Source: an optimization exercise on an open RTL-to-GDS flow (aim: small area, a short achievable clock period and few clock cycles per item). Production flows keep margins and buffers that such runs may drop. Only simulation tests tie the RTL to the original design; equivalence was not proved.

$ cat flow/run.sh
#!/bin/bash
# Layout flow: the standard flow (standard.sh: the standard synthesis
# and the ORFS steps to the final layout), with two changes in how the
# layout is made:
#  - the port buffers that ORFS inserts at placement are buf_1 cells
#    (every port still gets its own buffer);
#  - timing repair aims for extra setup slack (SETUP_SLACK_MARGIN), so that
#    the resizer works on the design's critical paths beyond the period.
# The clock, its period and the I/O constraints are the standard flow's, unchanged.
# Each tool's full output goes to its log under orfs/logs/ (ORFS), and
# make's own output to flow_make.log in this folder.
set -euo pipefail
cd "$(dirname "$0")/.."
bash standard.sh \
  'BUFFER_PORTS_ARGS=-buffer_cell sky130_fd_sc_hd__buf_1' \
  'SETUP_SLACK_MARGIN=7.3' \
  finish > flow_make.log 2>&1
$ cat standard.sh
#!/bin/bash
# synth_recipe.tcl (not shown) runs the flow's synth.tcl, then flattens the netlist and writes it again
# the make line also repeats each setting of config.mk as NAME=value (left out here)
make -C /OpenROAD-flow-scripts/flow DESIGN_CONFIG=/design/flow/config.mk WORK_HOME=/design/flow/orfs CLKGATE_MAP_FILE= SYNTH_SCRIPT=/design/flow/synth_recipe.tcl "${@:-finish}"
$ cat config.mk
export PLATFORM = sky130hd
export DESIGN_NAME = b58_encode
export DESIGN_NICKNAME = b58_encode
export VERILOG_FILES = /design/flow/design.v
export SDC_FILE = /design/flow/constraint.sdc
export NUM_CORES = 4
export LEC_CHECK = 0
export CAP_MARGIN = 20
export CORE_MARGIN = 2
export CORE_UTILIZATION = 40
export CTS_BUF_LIST = sky130_fd_sc_hd__clkbuf_4
export SLEW_MARGIN = 20
$ cat constraint.sdc
create_clock -name core_clock -period 12.0 [get_ports {clk}]
set_input_delay 2.4000 -clock core_clock [delete_from_list [all_inputs] [get_ports {clk}]]
set_output_delay 2.4000 -clock core_clock [all_outputs]
set_load 0.01 [all_outputs]
$ cat design.v
module b58_encode (
    input  wire         clk,
    input  wire         rst,
    input  wire         in_valid,
    output wire         in_ready,
    input  wire [5:0]   in_len,
    input  wire [255:0] in_data,
    output wire         out_valid,
    input  wire         out_ready,
    output wire [7:0]   out_char,
    output wire         out_last
);
    localparam integer N = 44;           
    localparam integer K = 4;            
    function [7:0] alphabet;
        input [5:0] d;
        begin
            if (d < 6'd9)       alphabet = 8'h31 + {2'b00, d};           
            else if (d < 6'd17) alphabet = 8'h41 + {2'b00, d} - 8'd9;    
            else if (d < 6'd22) alphabet = 8'h4A + {2'b00, d} - 8'd17;   
            else if (d < 6'd33) alphabet = 8'h50 + {2'b00, d} - 8'd22;   
            else if (d < 6'd44) alphabet = 8'h61 + {2'b00, d} - 8'd33;   
            else                alphabet = 8'h6D + {2'b00, d} - 8'd44;   
        end
    endfunction
    function [6:0] dbl;
        input [5:0] v;
        input       ci;
        reg c, x, k2, k3, k4;
        begin
            x  = v[1] | v[0];
            c  = v[5] | (v[4] & v[3] & v[2] & x);
            k2 = x & (v[5] | (v[4] & v[3] & v[2]));
            k3 = k2 & v[2];
            k4 = k3 & v[3];
            dbl = {c, v[4] ^ k4, v[3] ^ k3, v[2] ^ k2, v[1] ^ (c & ~v[0]), v[0] ^ c, ci};
        end
    endfunction
    reg [6*N-1:0] d;
    reg [6:0]    s;          
    reg [K-1:0]  chunk;      
    reg          vld;        
    reg [5:0]    bz;         
    reg          bzz;        
    reg          bnz;        
    reg          at_last;    
    reg          rdy;        
    reg [6:0]    diff;       
    reg          r1, r2, r3;     
    reg [5:0]    bnd;        
    reg          bf;         
    reg          a_act;      
    reg          silent;     
    reg [5:0]    ones;       
    reg          onesz;      
    reg [5:0]    cnt;        
    reg          cntz;       
    reg          started;    
    reg          pend;       
    reg [5:0]    pz;         
    reg [5:0]    pcnt;       
    reg          ov, sv;
    reg [7:0]    oc, sc;
    reg          ol, sl;
    assign in_ready  = rdy;
    assign out_valid = ov;
    assign out_char  = oc;
    assign out_last  = ol;
    wire [5:0]   top   = d[6*(N-1) +: 6];
    wire         space = !sv;
    wire         anyd  = a_act && !cntz;
    wire         skip  = anyd && !silent && !started && (top == 6'd0);
    wire         emitd = anyd && !silent && onesz && !skip && space;
    wire         shift = (silent && !cntz) || skip || emitd;
    wire         emit1 = a_act && !onesz && space;
    wire         emitt = a_act && !silent && cntz && onesz && space;
    wire         pop   = emitt || (silent && cntz);      
    wire         prod  = emit1 || emitd || emitt;
    wire [7:0]   pc    = emit1 ? 8'h31 : emitd ? alphabet(top) : 8'h00;
    wire         pl    = emitt;
    wire         fin   = rdy;                    
    wire         xfer  = fin && (!a_act || (pop && !pend));      
    wire         merge = fin && !xfer;           
    wire         en    = vld && (bf || r2 || (r1 && shift)) && (!at_last || rdy);
    reg [6*N-1:0] dab;
    reg [6:0]     t;
    reg           cin;
    integer p, k;
    always @* begin
        dab = d;
        for (k = K - 1; k >= 0; k = k - 1) begin
            cin = chunk[k];
            for (p = 0; p < N; p = p + 1) begin
                t = dbl(dab[6*p +: 6], cin);
                dab[6*p +: 6] = t[5:0];
                cin = t[6];
            end
        end
    end
    reg [6*N-1:0] dn;
    always @* begin
        for (p = 0; p < N; p = p + 1) begin
            if (p >= bnd) begin
                if (shift)
                    dn[6*p +: 6] = (p == 0) ? 6'd0 : d[6*(p-1) +: 6];
                else
                    dn[6*p +: 6] = d[6*p +: 6];
            end else begin
                dn[6*p +: 6] = en ? dab[6*p +: 6] : d[6*p +: 6];
            end
        end
    end
    wire         lz    = (in_len == 6'd0);
    wire         s0    = (s == 7'd0);
    wire         nz_n  = (s0 ? 1'b0 : bnz) || (chunk != {K{1'b0}});
    wire [5:0]   bz_b  = s0 ? 6'd0 : bz;
    wire         bz_i  = s[0] && !nz_n && !lz;
    wire [5:0]   bz_n  = bz_i ? bz_b + 6'd1 : bz_b;
    wire         onesz_n = xfer ? (!bz_i && (s0 || bzz)) : (pop && pend) ? (pz == 6'd0) :
                           emit1 ? (ones == 6'd1) : onesz;
    wire [6:0]   s_n     = fin ? 7'd0 : en ? s + 7'd1 : s;
    wire         vld_n   = in_valid && !fin;
    wire [5:0]   bnd_s   = shift ? bnd + 6'd1 : bnd;
    wire         bf_n    = !fin && (bf || (shift && bnd == N[5:0] - 6'd1));
    wire         pend_n  = merge || (pend && !pop);
    wire [6:0]   diff_n  = fin ? 7'd0 : diff + {6'd0, shift} - {6'd0, en};
    wire         up      = shift && !en;
    wire         down    = en && !shift;
    wire         r1_n    = !fin && (up ? !diff[6] : down ? r2 : r1);
    wire         r2_n    = !fin && (up ? r1 : down ? r3 : r2);
    wire         r3_n    = !diff_n[6] && (diff_n[5:2] != 4'd0 || diff_n[1:0] == 2'd3);
    wire [5:0]   hs1     = s[6:1] + 6'd1;
    wire         m       = (hs1 == in_len);
    wire         at_last_n = fin ? lz : en ? (!s[0] && m) : ((s[0] && m) || (lz && s0));
    wire         rdy_n   = vld_n && !pend_n && (bf_n || r2_n) && at_last_n;
    wire [K-1:0] chunk_n = (in_len == 6'd0) ? {K{1'b0}} : in_data[K * {s_n[5:1], ~s_n[0]} +: K];
    wire [5:0]   ones_n  = xfer ? bz_n : (pop && pend) ? pz : emit1 ? ones - 6'd1 : ones;
    wire [5:0]   cnt_n   = xfer ? N[5:0] : (pop && pend) ? pcnt :
                           (shift && a_act && !cntz) ? cnt - 6'd1 : cnt;
    always @(posedge clk) begin
        d       <= dn;
        chunk   <= chunk_n;
        at_last <= at_last_n;
        if (rst) begin
            s     <= 7'd0;
            vld   <= 1'b0;
            rdy   <= 1'b0;
            diff  <= 7'd0;
            r1    <= 1'b0;
            r2    <= 1'b0;
            r3    <= 1'b0;
            bnd   <= 6'd0;
            bf    <= 1'b0;
            a_act <= 1'b1;
            silent <= 1'b1;
            ones  <= 6'd0;
            onesz <= 1'b1;
            cnt   <= N[5:0];
            cntz  <= 1'b0;
            pend  <= 1'b0;
            ov    <= 1'b0;
            sv    <= 1'b0;
        end else begin
            s     <= s_n;
            vld   <= vld_n;
            rdy   <= rdy_n;
            diff  <= diff_n;
            r1    <= r1_n;
            r2    <= r2_n;
            r3    <= r3_n;
            if (en) begin
                bnz <= nz_n;
                bz  <= bz_n;
                bzz <= (bz_n == 6'd0);
            end
            bnd <= fin ? 6'd0 : bnd_s;
            bf  <= bf_n;
            if (xfer) begin
                a_act   <= 1'b1;
                silent  <= 1'b0;
                started <= 1'b0;
            end else if (pop && pend) begin
                silent  <= 1'b0;
                started <= 1'b0;
            end else begin
                if (pop) begin
                    a_act  <= 1'b0;
                    silent <= 1'b0;
                end
                if (emitd) started <= 1'b1;
            end
            ones  <= ones_n;
            onesz <= onesz_n;
            cnt   <= cnt_n;
            cntz  <= (cnt_n == 6'd0);
            if (merge) begin
                pz   <= bz_n;
                pcnt <= bnd_s;
            end
            pend <= pend_n;
            if (!ov || out_ready) begin
                if (sv) begin
                    ov <= 1'b1; oc <= sc; ol <= sl;
                    sv <= 1'b0;
                end else begin
                    ov <= prod; oc <= pc; ol <= pl;
                end
            end else if (prod) begin
                sv <= 1'b1; sc <= pc; sl <= pl;
            end
        end
    end
endmodule
==> results.yml, run 1 <==
status:
  outcome: "complete, no violations"
floorplanning:
  core_sq_um: 82400
  start_util_pct: 40.5
  rows: 105
  die_area_sq_um: 85800
  die_h_microns: 293
  die_x_microns: 293
  io_pins: 277
synthesis:
  ys_seq_area_share_pct: 30.2
  yosysTopAreaCell: "edfxtp_1"
  ys_types: 104
  ys.flop_type: "edfxtp_1"
  syn-cell-area_sq_um: 33400
  async_flop_share_pct: 0
  synth_edf_count: 303
  netlist_top_cells_area: "edfxtp_1, ha_1, xor2_1, a21oi_1, mux2_2"
  syn_area_per_cell_sq_um: 9.26
  synthCells: 3605
  yosysTopAreaCellShare_pct: 27.3
  yosysWarningCount: 1
  synth-seq-cells: 353
critical_path:
  r2r_cells: 24
  r2r_end: "d[254]"
  r2r_start: "d[253]"
  path_max_fanout: 3
  worstSetupPathType: "register to register"
  crit_start: "d[253]"
  crit_path_end: "d[254]"
  worst_ep_arrival_time_ns: 5.23
  endpoint_kind: "register"
  crit_required_ns: 12.62
  reg2reg_slack_ns: 7.39
  crit_path_start_kind: "register"
cts:
  clk_latency_ns: 0.88
  htreeDepth: 3
  clk_pin_slew_worst_paths_ns: 0.06
  cts.sinks: 353
  numCtsBuffers: 97
  cts_tree: "yes"
  clockBufferDepth: 3
  clock-root-buffer: "clkbuf_4"
timing:
  clock_skew_ns: 0.0674
  rsz0062_at_grt: "true"
  setup_ws_ns: 7.39
  max_freq_ghz: 0.217
  period_minus_slack_ns: 4.61
  tns_ns: 0
  worstMarginPinSlew_ns: 1.00
  fin_crit_sh_pct: 38.4
  whs_ns: 0.471
  drv_slew: 0
  final_hold_viol_count: 0
  relSlewSlack_pct: 33.2
  setup-violations-final: 0
routing:
  avgViaCountPerCell: 5.33
  dr.pass1.iters: 5
  wl_per_cell_microns: 17.0
  final_antenna_net_count: 0
  num_vias: 26969
  drt_iter0_markers: 1434
  wl_mm: 85.9
  drc: 0
hold_path:
  hp-class: "register to register"
  hold_depth: 1
finish:
  final_cells: 5064
  nets: 4735
  multi_input_area_sq_um: 22200
  ff_latch_area_sq_um: 10100
  syn2layout_area_growth_pct: 11.8
  fill_cells: 7918
  drive_gt1_share_pct: 12.3
placement:
  gp_congestion: 0.944
  numPortBuffers: 276
  pre_cts_slack_ns: 7.06
  hpwlAfterDp_mm: 67.0
  placedCellCount: 4868
job:
  maxCapViolCount: 0
global_routing:
  grt.overflow.total: 0
  grt_pass1_wl_mm: 138
  antenna_found_initial: 2
  grt_usage_pct: 19.8
  grt_pass1_vias: 26605
  grt_max_degree: 75
-- worst min-delay path by stage --
stage | from | endpoint | slack [ns]
after floorplan | diff[6] | r1 | 0.43
after global placement | diff[6] | r1 | 0.46
after detailed placement | diff[6] | r1 | 0.46
after CTS | diff[6] | r1 | 0.47
after global routing | diff[6] | r1 | 0.51
final | diff[6] | r1 | 0.47
-- placed cells by master, fill, tap and decap left out, types with 6 or more instances in the layout --
cell type  instances
ha_1             547
nand2_1          335
edfxtp_1         303
nor2_1           290
buf_1            276
a21oi_1          262
inv_1            260
xor2_1           254
clkbuf_4         138
xnor2_1          130
mux2_2           120
nand3_1          104
o21ai_0          101
and3_1            96
o21a_1            83
mux2i_1           68
a31oi_1           60
dfxtp_1           50
buf_4             48
a21oi_2           42
a21o_1            33
nor2_2            32
nor3_1            32
and2_1            27
or2_2             21
clkinv_1          21
a211oi_1          17
nand4_1           16
nand2b_1          15
nor2b_1           11
a22oi_1            9
mux4_2             9
xnor2_2            8
o211ai_1           8
clkinv_2           8
a22o_1             6
o21ai_1            6
o2111ai_1          6
-- Yosys cell counts (all sizes together) (33+ instances only) --
| cell type | number |
|---|---|
| dfxtp | 50 |
| nor2 | 323 |
| ha | 554 |
| a21oi | 304 |
| mux2 | 120 |
| mux2i | 68 |
| a21o | 33 |
| xnor2 | 138 |
| edfxtp | 303 |
| nand3 | 107 |
| clkbuf | 74 |
| buf | 41 |
| nor3 | 34 |
| xor2 | 259 |
| and3 | 98 |
| o21ai | 108 |
| o21a | 83 |
| inv | 263 |
| nand2 | 336 |
| a31oi | 61 |
-- final cells by class --
| type | instances | share of cell area [%] |
|---|---|---|
| well taps | 1070 | 3.59 |
| diodes | 4 | 0.0268 |
| inverters | 264 | 2.66 |
| repair buffers | 325 | 3.77 |
| multi-input cells | 2873 | 59.4 |
| clock buffers | 138 | 2.78 |
| flip-flops and latches | 353 | 27.1 |
| clock inverters | 37 | 0.691 |
-- kinds of logic (layout without fill, tap and decap cells) --
family | after synthesis | after routing | share of synthesized area (%)
AO/OA/AOI/OAI | 699 | 699 | 12.9
XOR/XNOR | 397 | 397 | 10.5
adder cells (fa/ha/maj) | 556 | 556 | 20.8
buffers and inverters | 379 | 764 | 4.61
flip-flops | 353 | 353 | 30.2
multiplexers | 197 | 197 | 6.69
other | 0 | 4 | 0
AND/OR/NAND/NOR | 1024 | 1024 | 14.2
-- registers in the layout, indices dropped and copies added (netlist names), 4 cells and up --
name   cells
oc         8
pcnt       6
diff       7
cnt        6
ones       6
pz         6
bnd        6
s          7
sc         8
bz         6
chunk      4
d        264
-- per-layer routing --
layer / vias to the layer above / global-route usage [%] / routed length [microns]
met4: 0 / 4.53 / 1470
met3: 118 / 4.70 / 5760
met5: - / 0 / 0
met1: 12672 / 27.2 / 40000
met2: 610 / 31.4 / 38700
li1: 13569 / - / -
-- stage by stage --
step / util (%) / cell area (sq um)
final: 45.3 / 37300
after global routing: 45.3 / 37300
after CTS: 44.7 / 36800
after detailed placement: 43.1 / 35500
after global placement: 43.1 / 35500
after floorplan: - / 33400
-- worst max-delay path, stage by stage, from the launching register on --
cell and delay [ns]:
edfxtp_1 0.38, or2_4 0.28, a41oi_4 0.23, inv_2 0.05, and2_1 0.15, ha_1 0.17
ha_1 0.20, xor2_2 0.16, a31oi_1 0.19, a21oi_2 0.07, nor2_2 0.11, inv_1 0.06
ha_2 0.18, xnor2_2 0.14, and3_1 0.18, o21a_1 0.18, ha_1 0.18, ha_2 0.18
xor2_2 0.15, a31oi_1 0.19, a21oi_2 0.07, or2_2 0.28, ha_2 0.18, xnor2_1 0.12
mux2_2 0.26
-- what timing repair did --
action | 4_1_cts | 5_1_grt
hold buffers | 0 | 0
gates cloned | 0 | 0
pin swaps | 3 | 9
buffers inserted | 2 | 15
endpoints found under the setup margin | 9 | 113
gates resized for setup | 5 | 95
Testbench counts, summed over its fixed seeds: cycles 10,629, items 192.
==> inputs of run 2 (changes only) <==
--- a/design.v
+++ b/design.v
@@ -23,15 +23,2 @@
             else                alphabet = 8'h6D + {2'b00, d} - 8'd44;   
-        end
-    endfunction
-    function [6:0] dbl;
-        input [5:0] v;
-        input       ci;
-        reg c, x, k2, k3, k4;
-        begin
-            x  = v[1] | v[0];
-            c  = v[5] | (v[4] & v[3] & v[2] & x);
-            k2 = x & (v[5] | (v[4] & v[3] & v[2]));
-            k3 = k2 & v[2];
-            k4 = k3 & v[3];
-            dbl = {c, v[4] ^ k4, v[3] ^ k3, v[2] ^ k2, v[1] ^ (c & ~v[0]), v[0] ^ c, ci};
         end
@@ -84,18 +71,13 @@
     wire         en    = vld && (bf || r2 || (r1 && shift)) && (!at_last || rdy);
-    reg [6*N-1:0] dab;
-    reg [6:0]     t;
-    reg           cin;
-    integer p, k;
-    always @* begin
-        dab = d;
-        for (k = K - 1; k >= 0; k = k - 1) begin
-            cin = chunk[k];
-            for (p = 0; p < N; p = p + 1) begin
-                t = dbl(dab[6*p +: 6], cin);
-                dab[6*p +: 6] = t[5:0];
-                cin = t[6];
-            end
-        end
-    end
+    wire [6*N-1:0] dab;
+    wire [K-1:0]   dc [0:N];
+    assign dc[0] = chunk;
+    genvar gp;
+    generate
+        for (gp = 0; gp < N; gp = gp + 1) begin : digit
+            b58_col u (.v(d[6*gp +: 6]), .ci(dc[gp]), .n(dab[6*gp +: 6]), .co(dc[gp+1]));
+        end
+    endgenerate
     reg [6*N-1:0] dn;
+    integer p;
     always @* begin
@@ -213 +195,27 @@
 endmodule
+module b58_col (
+    input  wire [5:0] v,
+    input  wire [3:0] ci,
+    output wire [5:0] n,
+    output wire [3:0] co
+);
+    function [6:0] dbl;
+        input [5:0] v;
+        input       ci;
+        reg c, x, k2, k3, k4;
+        begin
+            x  = v[1] | v[0];
+            c  = v[5] | (v[4] & v[3] & v[2] & x);
+            k2 = x & (v[5] | (v[4] & v[3] & v[2]));
+            k3 = k2 & v[2];
+            k4 = k3 & v[3];
+            dbl = {c, v[4] ^ k4, v[3] ^ k3, v[2] ^ k2, v[1] ^ (c & ~v[0]), v[0] ^ c, ci};
+        end
+    endfunction
+    wire [6:0] t3 = dbl(v, ci[3]);
+    wire [6:0] t2 = dbl(t3[5:0], ci[2]);
+    wire [6:0] t1 = dbl(t2[5:0], ci[1]);
+    wire [6:0] t0 = dbl(t1[5:0], ci[0]);
+    assign n  = t0[5:0];
+    assign co = {t3[6], t2[6], t1[6], t0[6]};
+endmodule
--- a/config.mk
+++ b/config.mk
@@ -12 +12,3 @@
 export SLEW_MARGIN = 20
+export SYNTH_HIERARCHICAL = 1
+export SYNTH_MINIMUM_KEEP_SIZE = 0
==> run 2 against run 1 <==
Compared with the run above:
- still clean on timing, DRC and antenna
- count of clock-buffer cells in the layout shrank 8
- fmax grew 4.8%
- hold slack gained 0.0034 ns
- sequential cell count is the same
- sequential share of layout area shrank 0.14 points
- die area grew 2.7%
- design area grew 0.53%
- first-iteration DRC count grew 23%
- area after synthesis grew 2.7%
- critical endpoint is now chunk[3]
==> results.yml, run 2 <==
timing:
  rsz0062_at_grt: "false"
  drv_slew: 0
  tns_ns: 0
  max_freq_ghz: 0.228
  clock_skew_ns: 0.0957
  final_hold_viol_count: 0
  worstMarginPinSlew_ns: 1.06
  setup-violations-final: 0
  period_minus_slack_ns: 4.40
  relSlewSlack_pct: 28.9
  fin_crit_sh_pct: 36.6
job:
  maxCapViolCount: 0
hold_path:
  hp-class: "register to register"
  hp-start: "diff[6]"
  hold_depth: 1
  worstHoldEndpoint: "r1"
finish:
  largest_reg_flops: 264
  top_regs: "d: 264 flops, oc: 8 flops, sc: 8 flops"
  fill_cells: 8249
  layout_commonest_cell: "ha_1"
  nets: 4629
  ff_latch_area_sq_um: 10100
  multi_input_area_sq_um: 22400
  layout_common_cells: "ha_1, nand2_1, edfxtp_1, inv_1, xnor2_1"
  final_cells: 5028
  regMostFlops: "d"
  drive_gt1_share_pct: 12.3
  syn2layout_area_growth_pct: 9.40
synthesis:
  synth_compound_area_share_pct: 8.99
  synth-seq-cells: 353
  ys_seq_area_share_pct: 29.5
  ys_types: 90
  synth-xor-area-share_pct: 10.1
  yosysMostFrequentCell: "ha_1"
  synth.mux.area_fraction_pct: 10.7
  synth_top_family_by_area: "adder cells"
  synthAdderAreaFrac_pct: 20.3
  syn-cell-area_sq_um: 34300
  syn_area_per_cell_sq_um: 9.69
  netlist_top_cells_area: "edfxtp_1, ha_1, mux2_2, xnor2_1, nand2_1"
  synthSimpleGateAreaFrac_pct: 15.0
  yosysWarningCount: 8
  yosysTopAreaCell: "edfxtp_1"
  ys.flop_type: "edfxtp_1"
  synth_common_cells: "ha_1, nand2_1, edfxtp_1"
  synthCells: 3540
  synth_edf_count: 303
  async_flop_share_pct: 0
  yosysTopAreaCellShare_pct: 26.5
global_routing:
  grt.overflow.total: 0
  grt_usage_pct: 19.3
  grt_pass1_vias: 26349
  grt_max_degree: 69
  antenna_found_initial: 5
  grt_pass1_wl_mm: 138
status:
  outcome: "complete, no violations"
placement:
  gp_congestion: 0.976
  numPortBuffers: 276
  hpwlAfterDp_mm: 69.0
  placedCellCount: 4851
floorplanning:
  io_pins: 277
  die_h_microns: 297
  die_area_sq_um: 88100
  rows: 107
  start_util_pct: 40.3
  die_x_microns: 297
  core_sq_um: 85000
critical_path:
  crit_path_cell_trace: "inv_1, ha_1, nor3b_4, nand3_4, a21oi_2, nand3_2, nand2_1, a221oi_1, o21ai_0, and4_1, o32ai_1"
  endpoint_kind: "register"
  worst_ep_arrival_time_ns: 5.07
  slowest_stage: "nand3_2"
  crit_required_ns: 12.67
  path_delay_family: "simple AND/OR/NAND/NOR gates"
  worstSetupPathType: "register to register"
  reg2reg_slack_ns: 7.60
  r2r_cells: 11
  critical_path.max_stage_delay_ns: 0.72
  crit_start: "d[259]"
  path_max_fanout: 26
  r2r_end: "chunk[3]"
  r2r_start: "d[259]"
  crit_path_start_kind: "register"
  path_buf_inv: 1
routing:
  drc: 0
  num_vias: 26615
  wl_per_cell_microns: 17.1
  drt_iter0_markers: 1769
  dr.pass1.iters: 7
  wl_mm: 86.2
  avgViaCountPerCell: 5.29
  final_antenna_net_count: 0
cts:
  clk_pin_slew_worst_paths_ns: 0.06
  cts.sinks: 353
  clockBufferDepth: 3
  clk_latency_ns: 0.88
  cts_tree: "yes"
  htreeDepth: 3
  clock-root-buffer: "clkbuf_4"
  numCtsBuffers: 96
[run 2: final cells by class]
type / count / area share, %
diodes: 1 / 0.00667
flip-flops and latches: 353 / 26.9
repair buffers: 302 / 3.29
clock inverters: 43 / 0.810
well taps: 1144 / 3.82
multi-input cells: 2758 / 59.6
clock buffers: 130 / 2.60
inverters: 297 / 2.97
[run 2: cells by family (layout without fill, tap and decap cells)]
group / count (synthesis) / after routing
simple gates: 966 / 966
fa+ha+maj: 555 / 555
compound gates: 516 / 516
buf+inv: 429 / 772
xor+xnor: 395 / 395
flops: 353 / 353
mux: 326 / 326
other cells: 0 / 1
[run 2: worst max path at each step]
stage          endpoint  slack (ns)  cells after the start
6_report       chunk[3]        7.60                     11
4_1_cts              r3        7.40                     17
3_3_place_gp        bzz        7.12                     10
2_1_floorplan   pcnt[0]        7.90                      3
3_5_place_dp        bzz        7.01                      9
5_1_grt              r3        7.37                     17
[run 2: routing by layer]
layer | track usage [%] | vias to the layer above | routed length (microns)
li1 | - | 13309 | -
met1 | 26.3 | 12552 | 40400
met2 | 29.8 | 615 | 37700
met3 | 5.02 | 139 | 5980
met4 | 6.06 | 0 | 2070
met5 | 0 | - | 0
[run 2: timing repair]
item / CTS / global route
gates resized for setup: 0 / 2
hold buffers: 0 / 0
setup endpoints to repair: 0 / 5
buffers inserted: 0 / 3
[run 2: through the flow]
stage	util, %	cell area, sq um	hold WS [ns]	worst slack, ns
floorplan	-	34300	0.436	7.90
global placement	42.6	36200	0.463	7.12
detailed placement	42.6	36200	0.463	7.01
CTS	44.1	37500	0.474	7.40
global route	44.1	37500	0.499	7.37
finish	44.1	37500	0.474	7.60
[run 2: Yosys stat by module, one instance, submodules excluded]
module | times used | flip-flops and latches | cell area [sq um] | cells
b58_col | 44 | 0 | 340 | 43
b58_encode | 1 | 353 | 19300 | 1648
Testbench counts of run 2, summed over its fixed seeds: cycles 10,629, items 192.
==> inputs of run 3 (changes only) <==
--- a/design.v
+++ b/design.v
@@ -28,2 +28,3 @@
     reg [K-1:0]  chunk;      
+    reg [K-1:0]  chunk1;     
     reg          vld;        
@@ -73,2 +74,3 @@
     wire [K-1:0]   dc [0:N];
+    wire [6*N-1:0] dlow = {d[6*N-7:0], 6'd0};
     assign dc[0] = chunk;
@@ -77,3 +79,4 @@
         for (gp = 0; gp < N; gp = gp + 1) begin : digit
-            b58_col u (.v(d[6*gp +: 6]), .ci(dc[gp]), .n(dab[6*gp +: 6]), .co(dc[gp+1]));
+            b58_col u (.v(d[6*gp +: 6]), .ci(dc[gp]), .vp(dlow[6*gp +: 6]), .sel(gp >= bnd),
+                       .n(dab[6*gp +: 6]), .co(dc[gp+1]));
         end
@@ -84,10 +87,6 @@
         for (p = 0; p < N; p = p + 1) begin
-            if (p >= bnd) begin
-                if (shift)
-                    dn[6*p +: 6] = (p == 0) ? 6'd0 : d[6*(p-1) +: 6];
-                else
-                    dn[6*p +: 6] = d[6*p +: 6];
-            end else begin
-                dn[6*p +: 6] = en ? dab[6*p +: 6] : d[6*p +: 6];
-            end
+            if ((p >= bnd) ? shift : en)
+                dn[6*p +: 6] = dab[6*p +: 6];
+            else
+                dn[6*p +: 6] = d[6*p +: 6];
         end
@@ -107,8 +106,9 @@
     wire         pend_n  = merge || (pend && !pop);
-    wire [6:0]   diff_n  = fin ? 7'd0 : diff + {6'd0, shift} - {6'd0, en};
     wire         up      = shift && !en;
     wire         down    = en && !shift;
+    wire [6:0]   diff_n  = fin ? 7'd0 : up ? diff + 7'd1 : down ? diff - 7'd1 : diff;
+    wire         r4      = !diff[6] && (diff[5:2] != 4'd0);
     wire         r1_n    = !fin && (up ? !diff[6] : down ? r2 : r1);
     wire         r2_n    = !fin && (up ? r1 : down ? r3 : r2);
-    wire         r3_n    = !diff_n[6] && (diff_n[5:2] != 4'd0 || diff_n[1:0] == 2'd3);
+    wire         r3_n    = !fin && (up ? r2 : down ? r4 : r3);
     wire [5:0]   hs1     = s[6:1] + 6'd1;
@@ -117,4 +117,9 @@
     wire         rdy_n   = vld_n && !pend_n && (bf_n || r2_n) && at_last_n;
-    wire [K-1:0] chunk_n = (in_len == 6'd0) ? {K{1'b0}} : in_data[K * {s_n[5:1], ~s_n[0]} +: K];
+    wire [6:0]   s2      = s + 7'd2;
+    wire [K-1:0] fetch2  = in_data[K * {s2[5:1], ~s2[0]} +: K];
+    wire [K-1:0] chunk_n = en ? chunk1 : s0 ? (lz ? {K{1'b0}} : in_data[7:4]) : chunk;
+    wire [K-1:0] chunk1_n = en ? fetch2 : s0 ? in_data[3:0] : chunk1;
     wire [5:0]   ones_n  = xfer ? bz_n : (pop && pend) ? pz : emit1 ? ones - 6'd1 : ones;
+    wire         cntz_n  = xfer ? 1'b0 : (pop && pend) ? (pcnt == 6'd0) :
+                           (shift && a_act && !cntz) ? (cnt == 6'd1) : cntz;
     wire [5:0]   cnt_n   = xfer ? N[5:0] : (pop && pend) ? pcnt :
@@ -124,2 +129,3 @@
         chunk   <= chunk_n;
+        chunk1  <= chunk1_n;
         at_last <= at_last_n;
@@ -155,3 +161,3 @@
                 bz  <= bz_n;
-                bzz <= (bz_n == 6'd0);
+                bzz <= (s0 || bzz) && !bz_i;
             end
@@ -176,3 +182,3 @@
             cnt   <= cnt_n;
-            cntz  <= (cnt_n == 6'd0);
+            cntz  <= cntz_n;
             if (merge) begin
@@ -198,2 +204,4 @@
     input  wire [3:0] ci,
+    input  wire [5:0] vp,
+    input  wire       sel,
     output wire [5:0] n,
@@ -202,12 +210,12 @@
     function [6:0] dbl;
-        input [5:0] v;
-        input       ci;
+        input [5:0] a;
+        input       b;
         reg c, x, k2, k3, k4;
         begin
-            x  = v[1] | v[0];
-            c  = v[5] | (v[4] & v[3] & v[2] & x);
-            k2 = x & (v[5] | (v[4] & v[3] & v[2]));
-            k3 = k2 & v[2];
-            k4 = k3 & v[3];
-            dbl = {c, v[4] ^ k4, v[3] ^ k3, v[2] ^ k2, v[1] ^ (c & ~v[0]), v[0] ^ c, ci};
+            x  = a[1] | a[0];
+            c  = a[5] | (a[4] & a[3] & a[2] & x);
+            k2 = x & (a[5] | (a[4] & a[3] & a[2]));
+            k3 = k2 & a[2];
+            k4 = k3 & a[3];
+            dbl = {c, a[4] ^ k4, a[3] ^ k3, a[2] ^ k2, a[1] ^ (c & ~a[0]), a[0] ^ c, b};
         end
@@ -218,3 +226,3 @@
     wire [6:0] t0 = dbl(t1[5:0], ci[0]);
-    assign n  = t0[5:0];
+    assign n  = sel ? vp : t0[5:0];
     assign co = {t3[6], t2[6], t1[6], t0[6]};
--- a/flow/run.sh
+++ b/flow/run.sh
@@ -15,3 +15,3 @@
   'BUFFER_PORTS_ARGS=-buffer_cell sky130_fd_sc_hd__buf_1' \
-  'SETUP_SLACK_MARGIN=7.3' \
+  'SETUP_SLACK_MARGIN=7.6' \
   finish > flow_make.log 2>&1
==> run 3 against run 2 <==
Compared with the run above:
- first-iteration DRC count decreased by 19%
- synthesized cell count decreased by 4.7%
- sequential share of layout area increased by 1.1 points
- critical path type unchanged
==> results.yml, run 3 <==
routing:
  drc: 0
  wl_per_cell_microns: 16.2
  num_vias: 25464
  wl_mm: 78.3
  drt_iter0_markers: 1431
  avgViaCountPerCell: 5.27
  dr.pass1.iters: 5
  final_antenna_net_count: 0
global_routing:
  grt_max_degree: 72
  grt_pass1_vias: 24974
  grt_pass1_wl_mm: 127
  antenna_found_initial: 8
  grt_usage_pct: 18.0
  grt.overflow.total: 0
finish:
  largest_reg_flops: 264
  drive_gt1_share_pct: 11.1
  nets: 4502
  final_cells: 4835
  regMostFlops: "d"
  top_regs: "d: 264 flops, oc: 8 flops, sc: 8 flops"
  syn2layout_area_growth_pct: 10.6
  layout_common_cells: "ha_1, nand2_1, o21ai_0, edfxtp_1, xnor2_1"
  layout_commonest_cell: "ha_1"
synthesis:
  synth_edf_count: 311
  syn-cell-area_sq_um: 33200
  yosysMostFrequentCell: "ha_1"
  yosysTopAreaCellShare_pct: 28.2
  ys_seq_area_share_pct: 30.9
  synth_common_cells: "ha_1, o21ai_0, nand2_1"
  yosysTopAreaCell: "edfxtp_1"
  yosysWarningCount: 8
  synth-seq-cells: 357
  ys_types: 71
  synthCells: 3374
  netlist_top_cells_area: "edfxtp_1, ha_1, xnor2_1, o21ai_0, mux2_2"
  syn_area_per_cell_sq_um: 9.83
  ys.flop_type: "edfxtp_1"
  async_flop_share_pct: 0
critical_path:
  crit_path_start_kind: "register"
  worstSetupPathType: "register to register"
  endpoint_kind: "register"
  worst_ep_arrival_time_ns: 5.05
  r2r_end: "diff[6]"
  path_max_fanout: 13
  reg2reg_slack_ns: 7.75
  r2r_start: "d[258]"
  r2r_cells: 17
  crit_start: "d[258]"
  crit_required_ns: 12.80
  crit_path_end: "diff[6]"
timing:
  clock_skew_ns: 0.0728
  drv_slew: 0
  period_minus_slack_ns: 4.25
  tns_ns: 0
  max_freq_ghz: 0.235
  final_hold_viol_count: 0
  fin_crit_sh_pct: 35.4
  whs_ns: 0.485
  rsz0062_at_grt: "true"
  setup-violations-final: 0
  worstMarginPinSlew_ns: 1.07
  relSlewSlack_pct: 28.0
placement:
  hpwlAfterDp_mm: 61.5
  gp_congestion: 0.912
  numPortBuffers: 276
  placedCellCount: 4632
floorplanning:
  rows: 105
  die_x_microns: 292
  io_pins: 277
  die_h_microns: 292
  start_util_pct: 40.4
  die_area_sq_um: 85200
  core_sq_um: 82100
cts:
  clk_latency_ns: 0.86
  clk_pin_slew_worst_paths_ns: 0.06
  cts_tree: "yes"
  clockBufferDepth: 3
  cts.sinks: 357
  numCtsBuffers: 97
  htreeDepth: 3
  clock-root-buffer: "clkbuf_4"
hold_path:
  hp-class: "register to register"
job:
  maxCapViolCount: 0
status:
  outcome: "complete, no violations"
[run 3: cell families (layout without fill, tap and decap cells)]
group                    after synthesis  count (layout)  share of synthesized area (%)
multiplexers                         202             202                           9.02
AO/OA/AOI/OAI                        582             583                           9.72
AND/OR/NAND/NOR                      920             920                           14.6
other                                  1              16                         0.0113
XOR/XNOR                             396             396                           10.5
buffers and inverters                361             736                           4.32
adder cells (fa/ha/maj)              555             555                           21.0
flip-flops                           357             357                           30.9
[run 3: worst min-delay path by stage]
stage          startpoint       to  slack (ns)  cells after the start
6_report          diff[4]  diff[4]        0.48                      2
5_1_grt           diff[4]  diff[4]        0.52                      2
4_1_cts           diff[4]  diff[4]        0.49                      2
3_5_place_dp      diff[4]  diff[4]        0.48                      2
3_3_place_gp      diff[4]  diff[4]        0.48                      2
2_1_floorplan     diff[4]  diff[4]        0.46                      2
[run 3: metrics by stage]
step                      area, sq um  setup WS [ns]  util, %
after floorplan                 33200           7.60        -
after global placement          35200           7.04     42.9
after detailed placement        35200           7.00     42.9
after CTS                       36400           7.63     44.4
after global routing            36700           7.47     44.6
final                           36700           7.75     44.7
[run 3: critical path, stage by stage, from the launching register on]
cell,delay [ns]
edfxtp_1,0.46
inv_1,0.09
ha_1,0.20
or3b_2,0.54
nor3_4,0.27
nor2_2,0.15
inv_4,0.16
buf_12,0.20
ha_4,0.22
clkinvlp_4,0.17
ha_1,0.32
nor2b_1,0.13
o21ai_1,0.15
a21boi_0,0.13
o21a_1,0.20
or4_1,0.42
a211oi_1,0.24
a31o_2,0.14
[run 3: timing repair]
action | in CTS | in global routing
resized for setup | 5 | 29
setup buffers | 1 | 16
hold buffers | 0 | 0
pin swaps | 0 | 1
gates cloned | 0 | 3
endpoints found under the setup margin | 3 | 50
[run 3: cell type report]
cell class	count	area (sq um)
antenna	10	25.0
tap	1070	1340
inverter	248	937
timing repair buffer	315	1380
fill	7913	45400
multi-input combinational	2662	21500
clock inverter	35	159
clock buffer	138	1040
sequential	357	10300
[run 3: layer usage]
metal  wire [microns]  part of all wire, %  vias to the layer above  track usage, %
met5              132                 0.17                        -               0
met3             5160                  6.6                      132            4.43
met4             1170                  1.5                       10            3.95
met2            34600                   44                      561            28.2
met1            37200                   48                    11913            25.2
li1                 -                    -                    12848               -
[run 3: Yosys stat by module, one instance, submodules excluded]
module | flip-flops and latches | times used | cells inside | area [sq um]
b58_col | 0 | 44 | 51 | 394
b58_encode | 357 | 1 | 1130 | 15800
Testbench counts of run 3, summed over its fixed seeds: cycles 10,629, items 192.
==> inputs of run 4 (changes only) <==
--- a/design.v
+++ b/design.v
@@ -108,3 +108,5 @@
     wire         down    = en && !shift;
-    wire [6:0]   diff_n  = fin ? 7'd0 : up ? diff + 7'd1 : down ? diff - 7'd1 : diff;
+    wire [6:0]   diff_p, diff_m;
+    b58_pm1 u_diff (.x(diff), .p(diff_p), .m(diff_m));
+    wire [6:0]   diff_n  = fin ? 7'd0 : up ? diff_p : down ? diff_m : diff;
     wire         r4      = !diff[6] && (diff[5:2] != 4'd0);
@@ -229 +231,9 @@
 endmodule
+module b58_pm1 (
+    input  wire [6:0] x,
+    output wire [6:0] p,
+    output wire [6:0] m
+);
+    assign p = x + 7'd1;
+    assign m = x - 7'd1;
+endmodule
==> run 4 against run 3 <==
Compared with the run above:
- area after synthesis is 0.31% higher
- largest cell class unchanged
- still clean on timing, DRC and antenna
- wire length decreased by 0.81%
- setup slack improved by 0.12 ns
- final cell count rose by 0.54%
- critical path type unchanged
==> results.yml, run 4 <==
cts:
  cts_tree: "yes"
  hold_buffers: 0
  clockBufferDepth: 3
  clk_latency_ns: 0.89
  clock-root-buffer: "clkbuf_4"
  numCtsBuffers: 102
  htreeDepth: 3
  cts.sinks: 357
  clk_pin_slew_worst_paths_ns: 0.07
synthesis:
  synthCells: 3400
  yosysTopAreaCell: "edfxtp_1"
  synth_edf_count: 311
  async_flop_share_pct: 0
  synth_common_cells: "ha_1, o21ai_0, nand2_1"
  ys_seq_area_share_pct: 30.9
  netlist_top_cells_area: "edfxtp_1, ha_1, xnor2_1, o21ai_0, mux2_2"
  yosysWarningCount: 8
  synth-seq-cells: 357
  yosysTopAreaCellShare_pct: 28.1
  ys_types: 66
  syn-cell-area_sq_um: 33300
  yosysMostFrequentCell: "ha_1"
  ys.flop_type: "edfxtp_1"
  syn_area_per_cell_sq_um: 9.78
critical_path:
  worst_ep_arrival_time_ns: 4.72
  worstSetupPathType: "register to register"
  crit_path_start_kind: "register"
  endpoint_kind: "register"
  crit_required_ns: 12.60
  path_max_fanout: 3
floorplanning:
  die_h_microns: 292
  die_x_microns: 292
  die_area_sq_um: 85500
  io_pins: 277
  rows: 105
  start_util_pct: 40.4
  core_sq_um: 82200
placement:
  gp_congestion: 0.861
  place_area_sq_um: 35300
  placedCellCount: 4662
  pre_cts_slack_ns: 7.56
  numPortBuffers: 276
  hpwlAfterDp_mm: 62.5
job:
  maxCapViolCount: 0
finish:
  design_area_sq_um: 36900
  regMostFlops: "d"
  largest_reg_flops: 264
  layout_common_cells: "ha_1, nand2_1, o21ai_0, edfxtp_1, xnor2_1"
  syn2layout_area_growth_pct: 10.9
  nets: 4522
  fin_util_pct: 44.9
  layout_commonest_cell: "ha_1"
  drive_gt1_share_pct: 11.1
  top_regs: "d: 264 flops, oc: 8 flops, sc: 8 flops"
  final_cells: 4861
  fill_cells: 7986
global_routing:
  grt_usage_pct: 18.3
  antenna_found_initial: 3
  grt_pass1_wl_mm: 128
  grt_max_degree: 69
  grt.overflow.total: 0
  grt_pass1_vias: 25677
timing:
  max_freq_ghz: 0.242
  relSlewSlack_pct: 26.9
  setup_ws_ns: 7.87
  clock_skew_ns: 0.0972
  fin_crit_sh_pct: 34.4
  tns_ns: 0
  setup-violations-final: 0
  rsz0062_at_grt: "false"
  worstMarginPinSlew_ns: 1.09
  drv_slew: 0
  period_minus_slack_ns: 4.13
  final_hold_viol_count: 0
status:
  outcome: "complete, no violations"
routing:
  drc: 0
  wl_mm: 77.7
  final_antenna_net_count: 0
  dr.pass1.iters: 5
  drt_iter0_markers: 1125
  avgViaCountPerCell: 5.24
  wl_per_cell_microns: 16.0
  num_vias: 25489
hold_path:
  hp-class: "register to register"
run 4: cells by family after synthesis:
family | synth area share [%]
DFF | 30.9
adders and majority gates | 20.7
xor gates and xnor gates | 10.5
AOI/OAI and AO/OA | 9.74
muxes | 9.17
other | 0.0113
and+or+nand+nor | 14.8
buffers and inverters | 4.32
run 4: critical path, stage by stage, from the launching register on:
cell      delay, ns
edfxtp_1       0.39
nand3_1        0.10
o21ai_0        0.36
ha_1           0.34
nor2b_1        0.15
nand4b_1       0.19
nand2_1        0.15
ha_1           0.27
nor2b_1        0.15
nand4b_1       0.18
nand2_1        0.18
ha_1           0.29
nor2b_1        0.15
nand4b_1       0.18
o21ai_0        0.10
ha_1           0.17
ha_1           0.22
mux2_2         0.27
run 4: repair_timing:
action,in CTS,in global routing
resized for setup,0,26
setup endpoints to repair,0,44
setup buffers,0,10
run 4: layout make-up:
cell class	instances	area, sq um	share of cell area [%]
inverter	249	935	2.53
timing repair buffer	310	1290	3.50
tap	1070	1340	3.63
clock inverter	39	355	0.963
multi-input combinational	2686	21600	58.6
clock buffer	145	1090	2.95
antenna	5	12.5	0.0339
sequential	357	10300	27.8
run 4: path summary, 6_finish.rpt:
check	from	endpoint	slack (ns)	cells past startpoint
setup / recovery	d[194]	d[196]	7.87	17
hold / removal	s[6]	s[6]	0.51	2
setup reg to reg	d[194]	d[196]	7.87	17
hold reg to reg	s[6]	s[6]	0.51	2
run 4: routing by layer:
layer | GRT usage [%] | vias up | share of wire, %
li1 | - | 12932 | -
met1 | 22.5 | 11798 | 44
met2 | 32.2 | 607 | 48
met3 | 2.63 | 152 | 4.1
met4 | 7.42 | 0 | 3.6
met5 | 0 | - | 0
run 4: stage by stage:
step                hold WS [ns]
floorplan                  0.450
global placement           0.487
detailed placement         0.494
CTS                        0.504
global route               0.536
finish                     0.506
run 4: per-module statistics from Yosys (local to each module, per instance):
module	flops+latches	cell area, sq um	cells
b58_encode	357	15700	1128
b58_col	0	394	51
b58_pm1	0	198	28
Testbench counts of run 4, summed over its fixed seeds: cycles 10,629, items 192.
==> inputs of run 5 (changes only) <==
--- a/design.v
+++ b/design.v
@@ -52,3 +52,4 @@
     reg          ol, sl;
-    assign in_ready  = rdy;
+    reg          rdy_o;      
+    assign in_ready  = rdy_o;
     assign out_valid = ov;
@@ -80,2 +81,3 @@
             b58_col u (.v(d[6*gp +: 6]), .ci(dc[gp]), .vp(dlow[6*gp +: 6]), .sel(gp >= bnd),
+                       .hold((gp >= bnd) ? !shift : !en),
                        .n(dab[6*gp +: 6]), .co(dc[gp+1]));
@@ -87,6 +89,3 @@
         for (p = 0; p < N; p = p + 1) begin
-            if ((p >= bnd) ? shift : en)
-                dn[6*p +: 6] = dab[6*p +: 6];
-            else
-                dn[6*p +: 6] = d[6*p +: 6];
+            dn[6*p +: 6] = dab[6*p +: 6];
         end
@@ -137,2 +136,3 @@
             rdy   <= 1'b0;
+            rdy_o <= 1'b0;
             diff  <= 7'd0;
@@ -156,2 +156,3 @@
             rdy   <= rdy_n;
+            rdy_o <= at_last_n && (bf_n || r2_n) && (vld_n && !pend_n);   
             diff  <= diff_n;
@@ -208,2 +209,3 @@
     input  wire       sel,
+    input  wire       hold,
     output wire [5:0] n,
@@ -228,3 +230,3 @@
     wire [6:0] t0 = dbl(t1[5:0], ci[0]);
-    assign n  = sel ? vp : t0[5:0];
+    assign n  = hold ? v : sel ? vp : t0[5:0];
     assign co = {t3[6], t2[6], t1[6], t0[6]};
--- a/flow/run.sh
+++ b/flow/run.sh
@@ -15,3 +15,3 @@
   'BUFFER_PORTS_ARGS=-buffer_cell sky130_fd_sc_hd__buf_1' \
-  'SETUP_SLACK_MARGIN=7.6' \
+  'SETUP_SLACK_MARGIN=7.9' \
   finish > flow_make.log 2>&1
==> run 5 against run 4 <==
Compared with the run above:
- utilization rose by 0.29 points
- critical path type is now register to output pin
- synthesized cell count increased by 13%
- fmax grew 6.7%
- final cell count increased by 8.4%
- count of clock-buffer cells in the layout increased by 7
- area after synthesis increased by 0.44%
- global-route usage increased by 1.1 points
==> results.yml, run 5 <==
critical_path:
  reg2reg_slack_ns: 8.14
  endpoint_kind: "output pin"
  path_max_fanout: 1
  slowest_stage: "edfxtp_1"
  crit_start: "oc[0]"
  crit_path_start_kind: "register"
  r2r_start: "d[238]"
  cp_num_cells: 1
  worst_ep_arrival_time_ns: 1.47
  path_buf_inv: 1
  r2r_end: "d[239]"
  crit_path_cell_trace: "buf_1"
  worstSetupPathType: "register to output pin"
  crit_required_ns: 9.60
  r2r_cells: 19
  crit_path_end: "out_char[0]"
  critical_path.max_stage_delay_ns: 0.41
  path_delay_family: "flip-flops"
floorplanning:
  core_sq_um: 82400
  rows: 105
  die_area_sq_um: 85800
  die_x_microns: 293
  io_pins: 277
  start_util_pct: 40.5
  die_h_microns: 293
placement:
  numPortBuffers: 276
  hpwlAfterDp_mm: 66.2
  pre_cts_slack_ns: 7.62
  gp_congestion: 0.938
timing:
  worstMarginPinSlew_ns: 1.23
  setup_ws_ns: 8.13
  max_freq_ghz: 0.258
  rsz0062_at_grt: "true"
  setup-violations-final: 0
  final_hold_viol_count: 0
  fin_crit_sh_pct: 32.3
  whs_ns: 0.471
  drv_slew: 0
  tns_ns: 0
  clock_skew_ns: 0.0996
  period_minus_slack_ns: 3.87
  relSlewSlack_pct: 17.5
synthesis:
  ys.flop_type: "dfxtp_1"
  yosysMostFrequentCell: "ha_1"
  yosysWarningCount: 8
  synth_edf_count: 47
  yosysTopAreaCell: "ha_1"
  synth-seq-cells: 358
  synthCells: 3833
  ys_types: 70
  yosysTopAreaCellShare_pct: 20.6
  ys_seq_area_share_pct: 22.9
  async_flop_share_pct: 0
  synth_common_cells: "ha_1, o21ai_0, nand2_1"
  syn-cell-area_sq_um: 33400
  netlist_top_cells_area: "ha_1, dfxtp_1, o21ai_0, xnor2_1, mux2i_1"
  syn_area_per_cell_sq_um: 8.71
finish:
  layout_common_cells: "ha_1, o21ai_0, nand2_1, buf_1, inv_1"
  fill_cells: 8170
  syn2layout_area_growth_pct: 11.3
  top_regs: "d: 264 flops, oc: 8 flops, sc: 8 flops"
  nets: 4930
  drive_gt1_share_pct: 13.2
  layout_commonest_cell: "ha_1"
  largest_reg_flops: 264
  regMostFlops: "d"
routing:
  final_antenna_net_count: 0
  wl_per_cell_microns: 15.9
  num_vias: 27757
  drt_iter0_markers: 1328
  avgViaCountPerCell: 5.27
  drc: 0
  wl_mm: 83.8
  dr.pass1.iters: 5
status:
  outcome: "complete, no violations"
cts:
  clk_pin_slew_worst_paths_ns: 0.06
  numCtsBuffers: 103
  htreeDepth: 3
  clockBufferDepth: 3
  cts.sinks: 358
  clk_latency_ns: 0.91
  clock-root-buffer: "clkbuf_4"
  cts_tree: "yes"
global_routing:
  grt.overflow.total: 0
  antenna_found_initial: 7
  grt_max_degree: 70
  grt_pass1_vias: 26859
  grt_usage_pct: 19.4
  grt_pass1_wl_mm: 137
job:
  maxCapViolCount: 0
hold_path:
  hold_depth: 2
  hp-class: "register to register"
run 5: worst min-delay path by stage:
stage	slack, ns	endpoint	start
6_report	0.47	d[35]	d[35]
5_1_grt	0.50	d[179]	d[179]
4_1_cts	0.48	d[83]	d[83]
3_5_place_dp	0.47	d[83]	d[83]
3_3_place_gp	0.46	d[185]	d[185]
2_1_floorplan	0.44	d[263]	d[263]
run 5: logic make-up after synthesis:
group / after synthesis / synth area share (%)
AND/OR/NAND/NOR: 1039 / 15.8
AO/OA/AOI/OAI: 728 / 11.9
adder cells (fa/ha/maj): 550 / 20.6
buffers and inverters: 421 / 5.48
XOR/XNOR: 394 / 10.3
flip-flops: 358 / 22.9
multiplexers: 342 / 13.0
other: 1 / 0.0112
run 5: stage by stage:
stage	instances	util, %	cell area [sq um]
floorplan	3838	-	33400
global placement	5052	42.7	35200
detailed placement	5052	42.7	35200
CTS	5235	44.4	36500
global route	5267	45.1	37200
finish	5267	45.1	37200
run 5: timing repair:
action	4_1_cts	5_1_grt
pin swaps	0	26
gates resized for setup	5	191
buffers inserted	0	27
endpoints found under the setup margin	8	212
hold buffers	0	0
run 5: per-module statistics from Yosys (local to each module, per instance):
module / flops+latches / cell area, sq um
b58_col: 0 / 457
b58_pm1: 0 / 206
b58_encode: 358 / 13100
run 5: cell type report:
class / count / area, sq um / share of cell area (%)
multi-input combinational: 3059 / 24300 / 65.4
sequential: 358 / 7710 / 20.7
timing repair buffer: 333 / 1470 / 3.95
tap: 1070 / 1340 / 3.60
clock buffer: 152 / 1140 / 3.07
inverter: 259 / 972 / 2.61
clock inverter: 31 / 216 / 0.582
antenna: 5 / 12.5 / 0.0336
run 5: metal layers:
metal	part of all wire [%]	global-route usage, %
met2	44	30.3
met5	0.061	0
met3	5.8	4.53
met1	49	27.0
met4	1.5	4.17
Testbench counts of run 5, summed over its fixed seeds: cycles 10,629, items 192.

afterwards: timing with drivers on the ports:
How much do the figures lean on ideal ports? The routed layouts below were timed once more, with nothing changed but the port constraints. Step 1: set_driving_cell puts a clkbuf_16 on clk and a buf_2 on each other input, an assumption about the parent block. Step 2 adds t to the input delays and takes it off the output delays; t is the mean of the earliest and latest rising clock arrival at the registers after step 1. Input paths then give back, and output paths get back, about the clock's delay inside the block. Three values: ideal, step 1, step 2; two values: the first two.
run	shift t [ns]	setup WS [ns]	slew at the worst register clock pin (ns)
run 1	0.912	7.392 / 7.392 / 7.146	0.08 / 0.08
run 2	0.889	7.605 / 7.605 / 7.092	0.08 / 0.08
run 3	0.873	7.751 / 7.751 / 7.570	0.08 / 0.08
run 4	0.904	7.870 / 7.846 / 7.531	0.07 / 0.07
run 5	0.924	8.128 / 8.071 / 7.515	0.08 / 0.08
After both steps setup and hold are still met in every run listed. For run 5, which loses most, drivers alone change the setup slack by -0.057 ns; drivers and shift together by -0.613 ns.
